This is an optimization exercise on Yosys and OpenROAD, whose aim is small area, not a production implementation.
Only simulation tests tie the RTL to the original design; equivalence was not proved.
Power figures rest on the tool's default switching activity, not on a simulated workload.

## flow/run.sh

```bash
#!/bin/bash
# synth_recipe.tcl (not shown) runs the flow's synth.tcl, then flattens the netlist and writes it again
# the make line also repeats each setting of config.mk as NAME=value (left out here)
make -C /OpenROAD-flow-scripts/flow DESIGN_CONFIG=/design/flow/config.mk WORK_HOME=/design/flow/orfs CLKGATE_MAP_FILE= SYNTH_SCRIPT=/design/flow/synth_recipe.tcl finish
```

## flow/config.mk

```make
export PLATFORM = sky130hd
export DESIGN_NAME = bdm_engine
export DESIGN_NICKNAME = bdm_engine
export VERILOG_FILES = /design/flow/design.v
export SDC_FILE = /design/flow/constraint.sdc
export NUM_CORES = 4
export LEC_CHECK = 0
export ABC_AREA = 1
export CAP_MARGIN = 20
export CORE_MARGIN = 2
export CORE_UTILIZATION = 40
export PLACE_DENSITY = 0.6
export SLEW_MARGIN = 20
```

## flow/constraint.sdc

```tcl
create_clock -name core_clock -period 5.0 [get_ports {clk}]
set_input_delay 1.0000 -clock core_clock [delete_from_list [all_inputs] [get_ports {clk}]]
set_output_delay 1.0000 -clock core_clock [all_outputs]
set_load 0.01 [all_outputs]
```

## flow/design.v

```verilog
module bdm_engine (
    input  wire        clk,
    input  wire        rst,         
    input  wire        req_valid,
    input  wire [3:0]  req_op,
    input  wire [31:0] req_a,
    input  wire [31:0] req_d,
    output wire        busy,
    output wire        done,
    output reg  [1:0]  ts,
    output reg  [3:0]  res_kind,
    output reg  [3:0]  res_cause,
    output reg  [31:0] res_data,
    output wire        dsclk,
    output reg         dsi,
    output wire        bkpt_n,
    output wire        tgt_rst_n,
    input  wire        dso
);
    localparam [3:0] F_IDLE  = 4'b0000;
    localparam [3:0] F_START = 4'b0001;
    localparam [3:0] F_RSTH  = 4'b0010;
    localparam [3:0] F_RSTS  = 4'b0011;
    localparam [3:0] F_BKPT  = 4'b0100;
    localparam [3:0] F_DONE  = 4'b0101;
    localparam [3:0] F_SYNC  = 4'b1000;    
    localparam [3:0] F_OUT   = 4'b1001;    
    localparam [3:0] F_DATA  = 4'b1010;    
    localparam [3:0] F_RESP  = 4'b1011;    
    localparam [1:0] O_OK    = 2'd0;
    localparam [1:0] O_CHK1  = 2'd1;    
    localparam [1:0] O_CHK2  = 2'd2;    
    localparam [1:0] O_TOUT  = 2'd3;    
    localparam [4:0] C_IDLE = 5'b01010;    
    localparam [4:0] C_TICK = 5'b00111;
    reg [3:0]  F;
    reg [4:0]  c;
    reg [5:0]  k;         
    reg [1:0]  polls;
    reg [2:0]  op_r;
    reg [1:0]  o;
    reg [31:0] X;         
    wire idle = (F == F_IDLE);
    wire tick = (c == C_TICK);
    wire acc  = idle & req_valid & ~req_op[3];
    assign busy      = ~idle & (F != F_DONE);
    assign done      = (F == F_DONE);
    assign bkpt_n    = (F != F_BKPT);
    assign tgt_rst_n = (F != F_RSTH);
    assign dsclk     = F[3] & (c[4:1] == 4'b1111);
    wire is_enter = (op_r == 3'd2);
    wire is_mem   = (op_r == 3'd3) | (op_r == 3'd4);
    wire is_reg   = (op_r == 3'd5) | (op_r == 3'd6);
    wire is_write = (op_r == 3'd4) | (op_r == 3'd6);
    wire align_bad = X[18] | X[17];
    wire reg_bad   = (|X[31:21]) | (|X[16:0]);
    reg [15:0] cmd;
    always @* begin
        case (op_r)
        3'd2:    cmd = 16'h3F00;
        3'd3:    cmd = 16'h1980;
        3'd4:    cmd = 16'h1880;
        3'd5:    cmd = 16'h2180;
        default: cmd = 16'h2080;
        endcase
    end
    wire [3:0] kn = k[3:0] + 4'd1;
    wire out_bit = (k[5] | k[4] | (k[3:0] == 4'd15)) ? X[0] :
                   (k[3:0] >= 4'd11) ? (is_reg & X[0]) : cmd[~kn];
    wire [7:0] pat = 8'b0100_1010;      
    wire pat_bit = pat[~k[2:0]];
    wire k15      = (k[3:0] == 4'd15);
    wire out_end  = k15 & (~is_mem | k[5]);
    wire data_end = k15 & k[4];
    wire resp_end = k[5] & (is_enter | k[4]);
    wire resp_s   = is_enter ? res_data[15] : res_data[31];
    wire ack      = &{res_data[14:0], dso};
    wire sync_hit = ({res_data[6:0], dso} == 8'h5A);
    reg [3:0]  F_n;
    reg [1:0]  ts_n, polls_n, o_n;
    reg [5:0]  k_n;
    reg        dsi_n, shR, rin;
    always @* begin
        F_n = F; ts_n = ts; dsi_n = dsi; k_n = k;
        polls_n = polls; o_n = o; shR = 1'b0; rin = 1'b0;
        case (F)
        F_IDLE: if (acc) F_n = F_START;
        F_DONE: F_n = F_IDLE;
        default: if (tick) begin
            k_n = k + 6'd1;
            case (F)
            F_START: begin
                k_n = 6'd0;
                polls_n = 2'd0;
                case (op_r)
                3'd0: F_n = F_RSTH;
                3'd1: begin
                    if (ts != 2'd1) begin F_n = F_DONE; o_n = O_CHK1; end
                    else F_n = F_BKPT;
                end
                3'd2: begin
                    if (ts != 2'd2) begin F_n = F_DONE; o_n = O_CHK1; end
                    else begin F_n = F_OUT; dsi_n = 1'b0; end
                end
                3'd3, 3'd4: begin
                    if (align_bad)       begin F_n = F_DONE; o_n = O_CHK1; end
                    else if (ts != 2'd3) begin F_n = F_DONE; o_n = O_CHK2; end
                    else begin F_n = F_OUT; dsi_n = 1'b0; end
                end
                3'd5, 3'd6: begin
                    if (reg_bad)         begin F_n = F_DONE; o_n = O_CHK1; end
                    else if (ts != 2'd3) begin F_n = F_DONE; o_n = O_CHK2; end
                    else begin F_n = F_OUT; dsi_n = 1'b0; end
                end
                default: begin ts_n = 2'd0; F_n = F_DONE; o_n = O_OK; end
                endcase
            end
            F_RSTH: F_n = F_RSTS;
            F_RSTS: begin ts_n = 2'd1; F_n = F_DONE; o_n = O_OK; end
            F_BKPT: begin F_n = F_SYNC; dsi_n = 1'b1; k_n = 6'd8; end
            F_SYNC: begin
                shR = 1'b1;
                if (k[4]) begin
                    rin = dso;
                    if (sync_hit)  begin ts_n = 2'd2; F_n = F_DONE; o_n = O_OK; end
                    else if (k15)  begin F_n = F_DONE; o_n = O_CHK2; end
                end else begin
                    rin = 1'b1;
                    dsi_n = pat_bit;
                end
            end
            F_OUT: begin
                shR = ~is_write;
                if (out_end) begin
                    if (is_write) begin
                        F_n = F_DATA; k_n = 6'd0; dsi_n = res_data[31]; shR = 1'b1;
                    end else begin
                        F_n = F_RESP; k_n = 6'd16; dsi_n = 1'b0;
                    end
                end else dsi_n = out_bit;
            end
            F_DATA: begin
                shR = 1'b1;
                if (data_end) begin F_n = F_DONE; o_n = O_OK; end
                else dsi_n = res_data[31];
            end
            default: begin  
                shR = 1'b1;
                rin = (k[5] | k[4]) & dso;
                if (resp_end) begin
                    if (resp_s) begin
                        if (polls == 2'd3) begin
                            F_n = F_DONE; o_n = O_TOUT;
                            if (!is_enter) ts_n = 2'd0;
                        end else begin
                            polls_n = polls + 2'd1;
                            k_n = 6'd0;
                        end
                    end else if (is_enter) begin
                        F_n = F_DONE;
                        if (ack) begin ts_n = 2'd3; o_n = O_OK; end
                        else o_n = O_CHK2;
                    end else begin
                        F_n = F_DONE; o_n = O_OK;
                    end
                end
            end
            endcase
        end
        endcase
    end
    always @(posedge clk) begin
        if (rst) begin
            F   <= F_IDLE;
            ts  <= 2'd0;
            dsi <= 1'b0;
        end else begin
            F   <= F_n;
            ts  <= ts_n;
            dsi <= dsi_n;
        end
    end
    always @(posedge clk) begin
        c     <= idle ? C_IDLE : {c[3:0], c[4] ^ c[2]};
        X     <= idle ? req_a : {X[0], X[31:1]};
        k     <= k_n;
        polls <= polls_n;
        o     <= o_n;
        if (acc) begin
            op_r     <= req_op[2:0];
            res_data <= req_d;
        end else if (shR) begin
            res_data <= {res_data[30:0], rin};
        end
    end
    always @* begin
        res_kind  = 4'd0;
        res_cause = 4'd0;
        case (o)
        O_OK: ;
        O_CHK1: res_kind = (op_r == 3'd1 || op_r == 3'd2) ? 4'd4 : is_mem ? 4'd5 : 4'd6;
        O_CHK2: begin
            if (op_r == 3'd1)      res_kind = 4'd1;
            else if (is_enter)     begin res_kind = 4'd2; res_cause = 4'd8; end
            else                   begin res_kind = 4'd7; res_cause = 4'd4; end
        end
        default: begin
            res_kind  = is_enter ? 4'd2 : 4'd7;
            res_cause = 4'd3;
        end
        endcase
    end
endmodule
```

==> flow_summary_export.csv <==
group,metric,value,unit
synthesis,yosys-top-cells-area,"edfxtp_1 28%, nand2_1 19%, dfxtp_1 18%",
synthesis,syn_inst,647,
sta,relSlewSlack,0.558,
synthesis,synth_seq_area_share,0.463,
sta,tns,0,ns
power_and_ir_drop,irDropWorstVdd,0.284,mV
worst_setup_path,start_kind,"flop",
floorplanning,rows,40,
route,drt-pass1-iter-count,4,
synthesis,synthMostInstantiatedCell,"nand2_1",
layout,area.sequential,2230,um2
clock_network,clock_sinks,89,
synthesis,synth_top_area_cell,"edfxtp_1",
sta,tightest_slew,0.657,ns
clock_network,ctsResizeCount,0,
placement,dp_hpwl,10.2,mm
sta,clock_skew,0.0101,ns
power_and_ir_drop,power_leakage,2.88,nW
route,wire_per_inst,14.3,um
clock_network,postCtsSetupBuffers,0,
layout,fill_cells,1167,
placement,post_dp_cell_area,6140,um2
synthesis,syn-num-nets,727,
route,ant_nets,0,
power_and_ir_drop,powerDensity,467,nW/um2
route,drc,0,
synthesis,yosys-top-cells-count,"241 x nand2_1, 72 x inv_1, 60 x nor2_1",
sta,period_minus_slack,3.18,ns
sta,grt_setup_unrepaired,"no",
global_route,grt_overflow_total,0,
floorplanning,die_w,114,um
clock_network,cts_buffers,9,
worst_setup_path,slowest_delay,0.57,ns
worst_setup_path,worstPathCellList,"nor2_1, inv_1, nor2_1, inv_1, nand2_1, o31ai_1, clkdlybuf4s50_1",
floorplanning,io_pins,120,
global_route,antenna_found_initial,0,
floorplanning,dieArea,12900,um2
floorplanning,start_util,0.405,
layout,nets,842,
global_route,grt_pass1_vias,4442,
sta,final-setup-viol-count,0,
sta,fmax,0.315,GHz
global_route,grt_pass1_wl,21.2,mm
run_status,status,"complete, no violations",
synthesis,synth-seq-cells,89,
layout,n_antenna_cell,0,
global_route,grt_max_degree,58,
clock_network,cts_tree,"yes",
clock_network,path_clk_slew,0.06,ns
sta,final.period_utilization,0.635,
route,via_count,4509,
layout,final_util,0.540,
placement,port_buffers,118,
job,max-cap-violations,0,
global_route,track_usage,0.208,
sta,whs,0.425,ns
synthesis,synth_warnings,1,
sta,slew_violations,0,
sta,hold_viol_final,0,
clock_network,htree_levels,3,
synthesis,synth_top_cell_area_share,0.280,
clock_network,cts_root_buf,"clkbuf_16",
worst_setup_path,endpoint_kind,"primary output",
worst_hold_path,hold_path.class,"reg2reg",
floorplanning,coreArea,11900,um2
clock_network,hold_buffers,0,
placement,gp_congestion,0.944,
clock_network,insertion_delay,0.34,ns
layout,finalInstanceArea,6430,um2
route,routed_via_density,4.93,
layout,multiInputGateArea,2190,um2
floorplanning,die_y,114,um
worst_setup_path,critPathArrivalTime,2.18,ns
worst_setup_path,worstPathRequired,4.00,ns
route,wl,13.1,mm
synthesis,netlist_area,4820,um2
route,first_iter_violations,219,
worst_setup_path,cp_max_fo,8,
layout,drive_gt1_frac,0.0847,
layout,syn_to_final_growth,33.4,%
synthesis,synthArstFlopShare,0,
synthesis,yosysUniqueCellTypes,44,
clock_network,clock_path_buffers,2,
worst_setup_path,crit_type,"reg2out",
synthesis,syn-mean-instance-area,7.45,um2
synthesis,ys.flop_type,"edfxtp_1",
worst_setup_path,cp_slowest_cell,"clkdlybuf4s50_1",
synthesis,synth-edff-count,45,
[worst max-delay path, delay by kind of cell, from the launching register on]
kind            cells  cell delay, ns
flops               1            0.56
compound gates      1            0.20
buf+inv             3            0.81
simple gates        3            0.28
[report_power, final]
group / internal (mW) / switching [mW] / total (mW)
Clock: 0.379 / 0.284 / 0.662
Combinational: 0.453 / 0.714 / 1.17
Sequential: 1.04 / 0.127 / 1.17
[area by class of cell]
type,instances,share of cell area
multi-input cells,454,0.340
inverters,86,0.0504
clock buffers,11,0.0411
flip-flops and latches,89,0.347
well taps,147,0.0286
clock inverters,5,0.00428
repair buffers,122,0.188
[stage by stage]
| step | power [mW] | setup slack, ns | instances |
|---|---|---|---|
| 6_report | 3.00 | 1.82 | 914 |
| 5_1_grt | 3.23 | 1.50 | 914 |
| 4_1_cts | 3.03 | 1.80 | 914 |
| 3_3_place_gp | 2.34 | 1.73 | 898 |
| 2_1_floorplan | 1.94 | 1.03 | 647 |
| 3_5_place_dp | 2.36 | 1.69 | 898 |
[worst paths after layout]
| kind | from | to | slack [ns] | cells past startpoint |
|---|---|---|---|---|
| worst max-delay path | op_r[2] | res_kind[1] | 1.82 | 7 |
| worst min register to register | X[20] | X[19] | 0.43 | 2 |
| worst min-delay path | X[20] | X[19] | 0.43 | 2 |
| worst max register to register | F[2] | res_data[24] | 1.85 | 10 |
[layer usage]
layer  vias to the layer above  global-route usage  part of all wire
met4                         0              0.0976             0.033
met2                       101               0.350              0.50
met3                        32              0.0324             0.031
met5                         -                   0                 0
met1                      2070               0.264              0.44
li1                       2306                   -                 -
[layout by cell type (no fill, tap or decap), drive strengths merged]
master,count
o31ai,1
o22ai,1
xor2,2
clkinv,2
o211ai,3
a221oi,1
nor3b,1
a22oi,1
buf,4
ha,8
edfxtp,45
o221ai,2
nor4,8
nand3b,1
clkdlybuf4s50,118
o21ai,35
conb,1
nand4,15
inv,89
clkbuf,11
nand2,247
or2,3
a2111oi,1
nor2,71
o311ai,1
nand3,17
a21oi,12
o2111ai,1
dfxtp,44
a31oi,5
nor3,16
[cells by family (layout without fill, tap and decap cells)]
group / after synthesis / count (layout) / share of synthesized area
AO/OA/AOI/OAI: 64 / 64 / 0.0794
XOR/XNOR: 2 / 2 / 0.00363
adder cells (fa/ha/maj): 8 / 8 / 0.0208
buffers and inverters: 104 / 224 / 0.0851
flip-flops: 89 / 89 / 0.463
other: 1 / 1 / 0.000778
AND/OR/NAND/NOR: 379 / 379 / 0.347
[sequential cells by signal (all words and copies together), names as in the netlist]
name / cells
o: 2
ts: 2
polls: 2
op_r: 3
dsi: 1
res_data: 32
c: 5
F: 4
k: 6
X: 32

## port drivers added, routing unchanged
The results above use ideal ports. As a check the final layout listed here was re-extracted and re-timed, cells and wires unchanged. Step 1 assumes that a clkbuf_16 drives the clock port and a buf_2 every other input. Step 2 adds t to the input delays and takes it off the output delays; t is the mean of the earliest and latest rising clock arrival at the registers after step 1. Input paths then give back, and output paths get back, about the clock's delay inside the block. Three values: ideal, step 1, step 2; two values: the first two.
shift t [ns]: 0.372
setup slack, ns: 1.824 / 1.787 / 1.733
hold WS [ns]: 0.425 / 0.425 / 0.425
clock arrival spread, ns: 0.010 / 0.010
worst register clock-pin slew, ns: 0.07 / 0.07
After both steps this run still meets setup and hold. For this run, drivers alone change the setup slack by -0.037 ns; drivers and shift together by -0.091 ns.
